Context: an optimization exercise on an open-source flow, tuned for small area and a short achievable clock period. The choices shown serve that exercise and are no tape-out recipe.
Only simulation tests tie the RTL to the original design; equivalence was not proved.
Power is estimated from default activity; no workload was simulated.

[design/flow/config.mk]
export PLATFORM = sky130hd
export DESIGN_NAME = mbcore
export DESIGN_NICKNAME = mbcore
export VERILOG_FILES = /design/flow/design.v
export SDC_FILE = /design/flow/constraint.sdc
export NUM_CORES = 4
export LEC_CHECK = 0
export CAP_MARGIN = 20
export CORE_MARGIN = 2
export CORE_UTILIZATION = 40
export PLACE_DENSITY = 0.6
export SLEW_MARGIN = 20
[design/flow/constraint.sdc]
create_clock -name core_clock -period 17.0 [get_ports {clk}]
set_input_delay 3.4000 -clock core_clock [delete_from_list [all_inputs] [get_ports {clk}]]
set_output_delay 3.4000 -clock core_clock [all_outputs]
set_load 0.01 [all_outputs]
[design/flow/design.v]
module mbcore (
    input  wire        clk,
    input  wire        rst,             
    input  wire        host_valid,
    input  wire        host_write,
    input  wire [5:0]  host_addr,
    input  wire [31:0] host_wdata,
    output reg  [31:0] host_rdata,
    input  wire        tick,
    input  wire        link_mode,
    output reg         link_req,
    output reg  [1:0]  link_op,         
    output reg  [31:0] link_wdata,
    input  wire        link_ack,
    input  wire        link_err,
    input  wire [31:0] link_code,
    input  wire [31:0] link_rdata,
    output wire [31:0] pay_addr,
    input  wire [31:0] pay_rdata,
    input  wire [4:0]  img_addr,
    output reg  [31:0] img_data,
    output reg         ev_valid,
    output reg         ev_kind,
    output reg  [31:0] ev_data
);
    localparam [15:0] CKS_POLY_P2P = 16'hA517;
    localparam [15:0] CKS_ACC0_P2P = 16'hFFF8;
    localparam [15:0] CKS_POLY_SH  = 16'hC37B;
    localparam [15:0] CKS_ACC0_SH  = 16'hC387;
    localparam [31:0] KSC_MUL      = 32'h6F646573;
    localparam [31:0] LOAD_BASE    = 32'h02000000;
    localparam [31:0] PROBE        = 32'hFA57B007;
    localparam [31:0] P_KEY_P2P    = 32'h20796220;
    localparam [31:0] P_KEY_SH     = 32'h43202F2F;
    localparam [31:0] P_IMAGE_LEN  = 32'd128;
    localparam [31:0] P_ACK_WAIT_TICKS = 32'd3;
    localparam [5:0] A_CMD = 6'h00, A_OPA = 6'h01, A_OPB = 6'h02, A_RESULT = 6'h03,
                     A_CMDSTAT = 6'h04, A_CKS_ACC = 6'h05, A_CKS_POLY = 6'h06,
                     A_CKS_HH = 6'h07, A_CKS_HL = 6'h08, A_CKS_CTL = 6'h09,
                     A_KSC_SEED = 6'h0A, A_KSC_KEY = 6'h0B, A_KSC_CTL = 6'h0C,
                     A_SEQ_STAT = 6'h0D, A_SEQ_LEN = 6'h0E, A_SEQ_BASE = 6'h0F,
                     A_SEQ_ATT = 6'h10, A_SEQ_WCNT = 6'h11, A_SEQ_LASTW = 6'h12,
                     A_SEQ_TERR = 6'h13, A_SEQ_WAIT = 6'h14;
    localparam [3:0] E_OK = 4'd0, E_ILLEGAL_OP = 4'd1, E_RSVD_BITS = 4'd2,
                     E_NOT_INIT = 4'd3, E_SEQ_BUSY = 4'd4;
    localparam [2:0] S_IDLE = 3'd0, S_SEND = 3'd1, S_ACK = 3'd2, S_SIZE = 3'd3,
                     S_STREAM = 3'd4, S_DONE = 3'd5, S_FAILED = 3'd6;
    localparam [1:0] SUB_CHECK = 2'd0, SUB_BULK = 2'd1;
    localparam [1:0] SUB_PROBE_W = 2'd0, SUB_PROBE_R = 2'd1, SUB_WAIT = 2'd2;
    localparam [2:0] C_NONE = 3'd0, C_OK = 3'd1, C_PRECOND = 3'd2, C_TIMEOUT = 3'd3,
                     C_TRANSPORT = 3'd4;
    localparam [1:0] OP_SEND_BULK = 2'd0, OP_WRITE_WORD = 2'd1, OP_READ_WORD = 2'd2;
    reg [31:0] opa, opb, result;
    reg [3:0]  cmd_err, cmd_op;
    reg [15:0] cks_acc, cks_poly;
    reg [31:0] cks_hh, cks_hl;
    reg        cks_v, cks_mode;
    reg [31:0] ksc_seed, ksc_key;
    reg        ksc_v, ksc_mode;
    reg [2:0]  seq_state;
    reg [1:0]  seq_sub;
    reg [2:0]  seq_code;
    reg        seq_vmatch;
    reg [31:0] seq_len, seq_base;
    reg [4:0]  seq_att;
    reg [31:0] seq_wcnt, seq_lastw, seq_terr, seq_wait;
    wire seq_busy = (seq_state == S_SEND) || (seq_state == S_ACK) ||
                    (seq_state == S_SIZE) || (seq_state == S_STREAM);
    always @* begin
        case (host_addr)
            A_OPA:      host_rdata = opa;
            A_OPB:      host_rdata = opb;
            A_RESULT:   host_rdata = result;
            A_CMDSTAT:  host_rdata = {24'd0, cmd_op, cmd_err};
            A_CKS_ACC:  host_rdata = {16'd0, cks_acc};
            A_CKS_POLY: host_rdata = {16'd0, cks_poly};
            A_CKS_HH:   host_rdata = cks_hh;
            A_CKS_HL:   host_rdata = cks_hl;
            A_CKS_CTL:  host_rdata = {30'd0, cks_mode, cks_v};
            A_KSC_SEED: host_rdata = ksc_seed;
            A_KSC_KEY:  host_rdata = ksc_key;
            A_KSC_CTL:  host_rdata = {30'd0, ksc_mode, ksc_v};
            A_SEQ_STAT: host_rdata = {19'd0, seq_busy, seq_vmatch, seq_code, 3'd0, seq_sub, seq_state};
            A_SEQ_LEN:  host_rdata = seq_len;
            A_SEQ_BASE: host_rdata = seq_base;
            A_SEQ_ATT:  host_rdata = {27'd0, seq_att};
            A_SEQ_WCNT: host_rdata = seq_wcnt;
            A_SEQ_LASTW: host_rdata = seq_lastw;
            A_SEQ_TERR: host_rdata = seq_terr;
            A_SEQ_WAIT: host_rdata = seq_wait;
            default:    host_rdata = 32'd0;
        endcase
    end
    wire        cmd_wr   = host_valid && host_write && (host_addr == A_CMD);
    wire [3:0]  c_op     = host_wdata[3:0];
    wire        c_mode   = host_wdata[4];
    reg  [3:0]  c_err;
    always @* begin
        if (c_op == 4'd0 || c_op > 4'd6)
            c_err = E_ILLEGAL_OP;
        else if (host_wdata[31:5] != 27'd0)
            c_err = E_RSVD_BITS;
        else if (c_mode && c_op != 4'd1 && c_op != 4'd4)
            c_err = E_RSVD_BITS;
        else if ((c_op == 4'd2 || c_op == 4'd3) && !cks_v)
            c_err = E_NOT_INIT;
        else if (c_op == 4'd5 && !ksc_v)
            c_err = E_NOT_INIT;
        else if (c_op == 4'd6 && seq_busy)
            c_err = E_SEQ_BUSY;
        else
            c_err = E_OK;
    end
    wire do_cmd = cmd_wr && (c_err == E_OK);
    wire [31:0] crc_composed = ({16'hFFFF, 16'd0} | ({24'd0, cks_hl[7:0]} << 8)) + cks_hh;
    wire [31:0] crc_word = (c_op == 4'd3) ? crc_composed : opa;
    reg [15:0] fold_a;
    reg [31:0] fold_w;
    reg        fold_fb;
    integer    i;
    always @* begin
        fold_a = cks_acc;
        fold_w = crc_word;
        for (i = 0; i < 32; i = i + 1) begin
            fold_fb = fold_a[0] ^ fold_w[0];
            fold_a  = fold_a >> 1;
            fold_w  = fold_w >> 1;
            if (fold_fb)
                fold_a = fold_a ^ cks_poly;
        end
    end
    wire [31:0] ksc_next   = ksc_seed * KSC_MUL + 32'd1;
    wire [31:0] ksc_off    = ~(opb + LOAD_BASE) + 32'd1;
    wire [31:0] ksc_masked = ksc_next ^ opa ^ ksc_off ^ ksc_key;
    wire [33:0] seq_bytes_sent = {seq_wcnt, 2'b00};
    wire        seq_more       = seq_bytes_sent < {2'b00, seq_len};
    wire [31:0] seq_expected   = LOAD_BASE + seq_len - 32'd4;
    assign pay_addr = seq_base + {seq_wcnt[29:0], 2'b00};
    always @* begin
        link_req   = 1'b0;
        link_op    = OP_WRITE_WORD;
        link_wdata = 32'd0;
        case (seq_state)
            S_SEND: if (seq_sub == SUB_BULK) begin
                link_req   = 1'b1;
                link_op    = OP_SEND_BULK;
                link_wdata = P_IMAGE_LEN;
            end
            S_ACK: if (seq_sub == SUB_PROBE_W) begin
                link_req   = 1'b1;
                link_op    = OP_WRITE_WORD;
                link_wdata = PROBE;
            end else if (seq_sub == SUB_PROBE_R) begin
                link_req   = 1'b1;
                link_op    = OP_READ_WORD;
            end
            S_SIZE: begin
                link_req   = 1'b1;
                link_op    = OP_WRITE_WORD;
                link_wdata = {2'b00, seq_len[31:2]};
            end
            S_STREAM: if (seq_more) begin
                link_req   = 1'b1;
                link_op    = OP_WRITE_WORD;
                link_wdata = pay_rdata;
            end
            default: ;
        endcase
    end
    wire link_done = link_req && link_ack;
    always @(posedge clk) begin
        if (rst) begin
            opa <= 32'd0; opb <= 32'd0; result <= 32'd0;
            cmd_err <= 4'd0; cmd_op <= 4'd0;
            cks_acc <= 16'd0; cks_poly <= 16'd0; cks_hh <= 32'd0; cks_hl <= 32'd0;
            cks_v <= 1'b0; cks_mode <= 1'b0;
            ksc_seed <= 32'd0; ksc_key <= 32'd0; ksc_v <= 1'b0; ksc_mode <= 1'b0;
            seq_state <= S_IDLE; seq_sub <= 2'd0; seq_code <= C_NONE; seq_vmatch <= 1'b0;
            seq_len <= 32'd0; seq_base <= 32'd0; seq_att <= 5'd0;
            seq_wcnt <= 32'd0; seq_lastw <= 32'd0; seq_terr <= 32'd0; seq_wait <= 32'd0;
            ev_valid <= 1'b0; ev_kind <= 1'b0; ev_data <= 32'd0;
        end else begin
            ev_valid <= 1'b0;
            if (host_valid && host_write && host_addr == A_OPA) opa <= host_wdata;
            if (host_valid && host_write && host_addr == A_OPB) opb <= host_wdata;
            if (cmd_wr) begin
                cmd_err <= c_err;
                cmd_op  <= c_op;
            end
            if (do_cmd) begin
                case (c_op)
                    4'd1: begin  
                        cks_poly <= c_mode ? CKS_POLY_P2P : CKS_POLY_SH;
                        cks_acc  <= c_mode ? CKS_ACC0_P2P : CKS_ACC0_SH;
                        cks_hh   <= opa;
                        cks_hl   <= opb;
                        cks_mode <= c_mode;
                        cks_v    <= 1'b1;
                    end
                    4'd2, 4'd3: begin  
                        cks_acc <= fold_a;
                        result  <= {16'd0, fold_a};
                    end
                    4'd4: begin  
                        ksc_seed <= opa;
                        ksc_key  <= c_mode ? P_KEY_P2P : P_KEY_SH;
                        ksc_mode <= c_mode;
                        ksc_v    <= 1'b1;
                    end
                    4'd5: begin  
                        ksc_seed <= ksc_next;
                        result   <= ksc_masked;
                    end
                    4'd6: begin  
                        seq_len    <= opa;
                        seq_base   <= opb;
                        seq_att    <= 5'd0;
                        seq_wcnt   <= 32'd0;
                        seq_lastw  <= 32'd0;
                        seq_terr   <= 32'd0;
                        seq_wait   <= 32'd0;
                        seq_code   <= C_NONE;
                        seq_vmatch <= 1'b0;
                        seq_state  <= S_SEND;
                        seq_sub    <= SUB_CHECK;
                    end
                    default: ;
                endcase
            end
            case (seq_state)
                S_SEND: begin
                    if (seq_sub == SUB_CHECK) begin
                        if (link_mode) begin
                            seq_state <= S_FAILED;
                            seq_code  <= C_PRECOND;
                            seq_sub   <= 2'd0;
                        end else begin
                            seq_sub <= SUB_BULK;
                        end
                    end else if (link_done) begin
                        seq_state <= S_ACK;
                        seq_sub   <= SUB_PROBE_W;
                    end
                end
                S_ACK: begin
                    case (seq_sub)
                        SUB_PROBE_W: if (link_done) begin
                            if (link_err) begin
                                seq_terr  <= link_code;
                                seq_state <= S_FAILED;
                                seq_code  <= C_TRANSPORT;
                                seq_sub   <= 2'd0;
                            end else begin
                                seq_sub <= SUB_PROBE_R;
                            end
                        end
                        SUB_PROBE_R: if (link_done) begin
                            if (link_err) begin
                                seq_terr  <= link_code;
                                seq_state <= S_FAILED;
                                seq_code  <= C_TRANSPORT;
                                seq_sub   <= 2'd0;
                            end else begin
                                seq_att <= seq_att + 5'd1;
                                if (link_rdata == PROBE) begin
                                    seq_state <= S_SIZE;
                                    seq_sub   <= 2'd0;
                                end else begin
                                    seq_sub  <= SUB_WAIT;
                                    seq_wait <= P_ACK_WAIT_TICKS;
                                end
                            end
                        end
                        SUB_WAIT: begin
                            if (seq_wait == 32'd0) begin
                                if (seq_att < 5'd16) begin
                                    seq_sub <= SUB_PROBE_W;
                                end else begin
                                    seq_state <= S_FAILED;
                                    seq_code  <= C_TIMEOUT;
                                    seq_sub   <= 2'd0;
                                end
                            end else if (tick) begin
                                seq_wait <= seq_wait - 32'd1;
                            end
                        end
                        default: ;
                    endcase
                end
                S_SIZE: if (link_done) begin
                    if (link_err) begin
                        seq_terr  <= link_code;
                        seq_state <= S_FAILED;
                        seq_code  <= C_TRANSPORT;
                    end else begin
                        seq_state <= S_STREAM;
                    end
                end
                S_STREAM: begin
                    if (seq_more) begin
                        if (link_done) begin
                            if (link_err) begin
                                seq_terr  <= link_code;
                                seq_state <= S_FAILED;
                                seq_code  <= C_TRANSPORT;
                            end else begin
                                seq_lastw <= pay_rdata;
                                seq_wcnt  <= seq_wcnt + 32'd1;
                                ev_valid  <= 1'b1;
                                ev_kind   <= 1'b0;
                                ev_data   <= pay_rdata;
                            end
                        end
                    end else begin
                        if (seq_wcnt != 32'd0 && seq_lastw == seq_expected) begin
                            seq_vmatch <= 1'b1;
                            ev_valid   <= 1'b1;
                            ev_kind    <= 1'b1;
                            ev_data    <= seq_lastw;
                        end
                        seq_state <= S_DONE;
                        seq_code  <= C_OK;
                    end
                end
                default: ;
            endcase
        end
    end
    always @* begin
        case (img_addr)
            5'd0: img_data = 32'hDF21ACCD;
            5'd1: img_data = 32'h7AB381FF;
            5'd2: img_data = 32'h677F492C;
            5'd3: img_data = 32'h8D64B06C;
            5'd4: img_data = 32'h4E0CD47D;
            5'd5: img_data = 32'hFB85CCCB;
            5'd6: img_data = 32'hF9A3F02F;
            5'd7: img_data = 32'h4ADBCDCA;
            5'd8: img_data = 32'hDF6E6274;
            5'd9: img_data = 32'hC9AD9B24;
            5'd10: img_data = 32'hCE517C19;
            5'd11: img_data = 32'h35153EE0;
            5'd12: img_data = 32'hFA2C7A3A;
            5'd13: img_data = 32'hAA2562DF;
            5'd14: img_data = 32'hF7358AD1;
            5'd15: img_data = 32'h933063E4;
            5'd16: img_data = 32'h6CF363DF;
            5'd17: img_data = 32'h6C4B6EB4;
            5'd18: img_data = 32'h3ADA6B61;
            5'd19: img_data = 32'hCBE23B3C;
            5'd20: img_data = 32'hF81FACB4;
            5'd21: img_data = 32'hB41AB262;
            5'd22: img_data = 32'h4C4D9ED1;
            5'd23: img_data = 32'h870A7665;
            5'd24: img_data = 32'h1AC594A8;
            5'd25: img_data = 32'hC1D38B08;
            5'd26: img_data = 32'h90050224;
            5'd27: img_data = 32'h924478C2;
            5'd28: img_data = 32'hC241405D;
            5'd29: img_data = 32'h4BFF3D7D;
            5'd30: img_data = 32'h024B4379;
            5'd31: img_data = 32'h513D67A8;
        endcase
    end
endmodule
[design/flow/run.sh]
#!/bin/bash
# synth_recipe.tcl (not shown) runs the flow's synth.tcl, then flattens the netlist and writes it again
# the make line also repeats each setting of config.mk as NAME=value (left out here)
make -C /OpenROAD-flow-scripts/flow DESIGN_CONFIG=/design/flow/config.mk WORK_HOME=/design/flow/orfs CLKGATE_MAP_FILE= SYNTH_SCRIPT=/design/flow/synth_recipe.tcl finish
==> run_results.csv <==
group,metric,value,unit
outcome,status,"finished clean",
drt,wire_per_inst,25.4,µm
setup_path,critical-path-max-stage-delay,770,ps
setup_path,cp.arrival,16250,ps
cells_and_area,area_delta_synth_final,14.4,%
setup_path,r2r_cells,35,
power,p_clk_frac,0.486,
timing,period_needed,15700,ps
synthesis,syn-num-nets,6469,
worst_hold_path,hold_path_class,"flop to flop",
floorplanning,coreArea,0.112,mm²
setup_path,crit_path_frequent_cell,"xnor2_4",
setup_path,crit_path_start_kind,"input port",
flow_run,maxCapViolCount,0,
synthesis,synth_cells,5834,
drt,firstDrtPassIters,6,
power,internal_power,2.01,mW
floorplanning,die_area,0.116,mm²
clock_tree,clock-root-buffer,"clkbuf_16",
global_routing,antenna_found_initial,5,
drt,wl,190,mm
cells_and_area,fillers,11200,
setup_path,worstPathMaxFanout,19,
cells_and_area,layout-drive-gt1-share,0.0635,
setup_path,r2r_setup_slack,4440,ps
timing,clock_skew,30.6,ps
cells_and_area,regArea,0.00924,mm²
setup_path,crit_type,"input port to flop",
floorplanning,fp-row-count,123,
drt,drc,0,
timing,max_freq,0.0637,GHz
global_routing,grt_pass1_vias,42300,
drt,avgViaCountPerCell,5.98,
synthesis,synth-edff-count,0,
power,p_switching,0.730,mW
clock_tree,numCtsBuffers,54,
power,ir_drop,0.0751,mV
global_routing,grt_use_total,0.319,
timing,hold_violations,0,
power,power.leakage,20.2,nW
setup_path,required,17560,ps
synthesis,async_flop_share,0,
placement,port_buffers,311,
timing,max_slew_margin,0.169,
drt,drt_iter0_markers,5507,
clock_tree,holdBufCountCts,0,
cells_and_area,nets,6556,
floorplanning,die_w,340,µm
worst_hold_path,hold-path-endpoint,"ev_data[1]",
synthesis,synth_cell_type_count,112,
timing,finalSetupTns,0,ps
synthesis,synth_ff_type,"dfxtp_1",
worst_hold_path,whs_path_depth,2,
timing,fin_crit_sh,0.923,
floorplanning,die_h,340,µm
clock_tree,clock-sinks,461,
drt,ant_nets,0,
global_routing,grt_pass1_wl,281,mm
setup_path,end_kind,"flop",
power,p_per_area,53.1,mW/mm²
clock_tree,post_cts_buffers,0,
setup_path,reg2reg_to,"result[7]",
clock_tree,postCtsResizedCells,0,
global_routing,grt.overflow.total,0,
synthesis,synthTopCellsByArea,"dfxtp_1 20%, fa_1 8.5%, ha_1 8.2%",
synthesis,yosys_warnings,1,
synthesis,avgSynthCellArea,7.74,µm²
timing,setup_violations,0,
timing,drv_slew,0,
placement,place.gp.congestion,1.02,
clock_tree,cts.htree.levels,2,
timing,rsz0062_at_grt,"no",
synthesis,synth_area,0.0451,mm²
clock_tree,clkLatencyLatePin,650,ps
setup_path,reg2reg_from,"cks_poly[8]",
setup_path,critPathSlowestCell,"clkdlybuf4s50_1",
synthesis,synth_seq_cells,461,
clock_tree,cts_tree,"yes",
synthesis,synth_top_area_cell,"dfxtp_1",
timing,tightestPinTransition,1250,ps
drt,num_vias,44600,
synthesis,yosysSeqAreaShare,0.204,
power,power.sequential.fraction,0.402,
global_routing,grt_max_degree,90,
cells_and_area,layout_common_cells,"892 x nand2_1, 567 x a21oi_1, 458 x dfxtp_1",
power,sw_frac_of_total,0.266,
clock_tree,path_clk_slew,60,ps
power,power_frac_comb,0.113,
cells_and_area,multi_input_area,0.0328,mm²
cells_and_area,final_common_cell,"nand2_1",
worst_hold_path,min_from,"ev_data[1]",
synthesis,synth_top_area_frac,0.204,
floorplanning,initial_core_util,0.402,
clock_tree,clockBufferDepth,3,
floorplanning,ioPinCount,312,
timing,hold_ws,453,ps
placement,hpwl,145,mm
==> critical path, delay by kind of cell <==
| kind | cells | cell delay, ps |
|---|---|---|
| and+or+nand+nor | 7 | 2820 |
| xor gates and xnor gates | 14 | 5730 |
| buffers and inverters | 1 | 770 |
| muxes | 1 | 160 |
| AOI/OAI and AO/OA | 13 | 3280 |
==> registers in the layout (all words and copies together) (netlist names), 4 cells and up <==
| name | flops |
|---|---|
| opa | 32 |
| cks_acc | 16 |
| ev_data | 32 |
| cks_hl | 32 |
| result | 32 |
| seq_lastw | 32 |
| seq_wcnt | 32 |
| cmd_op | 4 |
| opb | 32 |
| cks_hh | 32 |
| seq_terr | 32 |
| ksc_seed | 32 |
| seq_len | 32 |
| seq_att | 5 |
| seq_wait | 32 |
| seq_base | 32 |
==> worst max-delay path by stage <==
stage                  start         end  slack [ps]  cells past startpoint
4_1_cts        host_wdata[1]   result[7]        1460                     36
5_1_grt        host_wdata[1]   result[7]         380                     36
6_report       host_wdata[1]   result[7]        1300                     36
2_1_floorplan  host_wdata[0]   result[4]        3620                     39
3_3_place_gp   host_wdata[1]  cks_acc[2]        1130                     36
3_5_place_dp   host_wdata[1]   result[1]         830                     36
==> logic make-up after synthesis <==
logic type               Yosys count  share of synthesized area
AND/OR/NAND/NOR                 1912                      0.193
AO/OA/AOI/OAI                   1427                      0.205
buffers and inverters            856                     0.0727
XOR/XNOR                         604                      0.136
adder cells (fa/ha/maj)          488                      0.167
flip-flops                       461                      0.204
multiplexers                      86                     0.0217
==> per-stage QoR <==
stage          instances  setup WS (ps)  utilization  power, mW  area, µm²
6_report            7469           1300        0.460       2.74      51600
4_1_cts             7465           1460        0.460       2.74      51600
3_3_place_gp        7365           1130        0.442       1.43      49600
2_1_floorplan       5834           3620            -       1.28      45100
3_5_place_dp        7365            835        0.442       1.43      49600
5_1_grt             7466            375        0.460       2.81      51600
==> power groups by stage <==
stage	Sequential, mW	Clock (mW)	Combinational [mW]
final	1.10	1.33	0.309
after global routing	1.10	1.38	0.328
after CTS	1.10	1.34	0.303
after detailed placement	1.12	0	0.302
after global placement	1.12	0	0.303
after floorplan	1.11	0	0.172
==> per-layer routing <==
| layer | routed length (µm) | track usage | up-vias | share of wire |
|---|---|---|---|---|
| met1 | 75600 | 0.415 | 21500 | 0.40 |
| met3 | 16200 | 0.0487 | 486 | 0.085 |
| li1 | - | - | 20300 | - |
| met2 | 85400 | 0.507 | 2288 | 0.45 |
| met4 | 12400 | 0.171 | 0 | 0.066 |
| met5 | 0 | 0 | - | 0 |
==> layout make-up <==
class,instances,area share
inverter,458,0.0333
antenna,4,0.000194
clock inverter,29,0.00839
multi-input combinational,4517,0.635
sequential,461,0.179
tap,1500,0.0364
timing repair buffer,429,0.0774
clock buffer,71,0.0305
==> synthesized netlist by cell type, types with 19 or more instances <==
cell        n
a221oi_1   59
and2_1     35
a22oi_1   109
fa_1      192
a311oi_1   22
nand2b_1   23
o22ai_1    21
o21bai_1   37
or4_1      21
dfxtp_1   461
nor4_1     46
xnor3_1    35
nand2_1   895
nand4_1    34
clkbuf_1  336
or3_1      60
nor2_1    335
xor2_1    121
nor3_1     98
o21ai_0   188
inv_1     456
nand3_1   184
xnor2_1   420
mux2i_1    58
and3_1     48
ha_1      296
nor2b_1    21
o211ai_1   54
a22o_1     49
a21oi_1   568
o21a_1     35
buf_1      39
a21o_1     19
or2_2      34
a211oi_1   39
a222oi_1   28
mux2_2     19
a31oi_1    43

[what the ideal ports hide]
How much do the figures lean on ideal ports? The routed layout below was timed once more, with nothing changed but the port constraints. Step 1 sets driving cells, clkbuf_16 on the clock port and buf_2 on the other inputs (assumed; they add their load-dependent delay and slew). Step 2, shift: input delay + t, output delay - t, t = (earliest + latest rising clock arrival at the registers) / 2. This alone moves slack from input paths to output paths. a / b / c = no drivers / after step 1 / after step 2; a / b = the first two.
shift t [ns]: 0.702
setup slack, ns: 1.304 / 1.285 / 0.583
hold WS [ns]: 0.453 / 0.453 / 0.453
latest minus earliest clock arrival (ns): 0.031 / 0.031
worst slew at a driven data input, ns: 0.09
After both steps setup and hold are still met in this run. For this run, drivers alone change the setup slack by -0.019 ns; drivers and shift together by -0.721 ns.
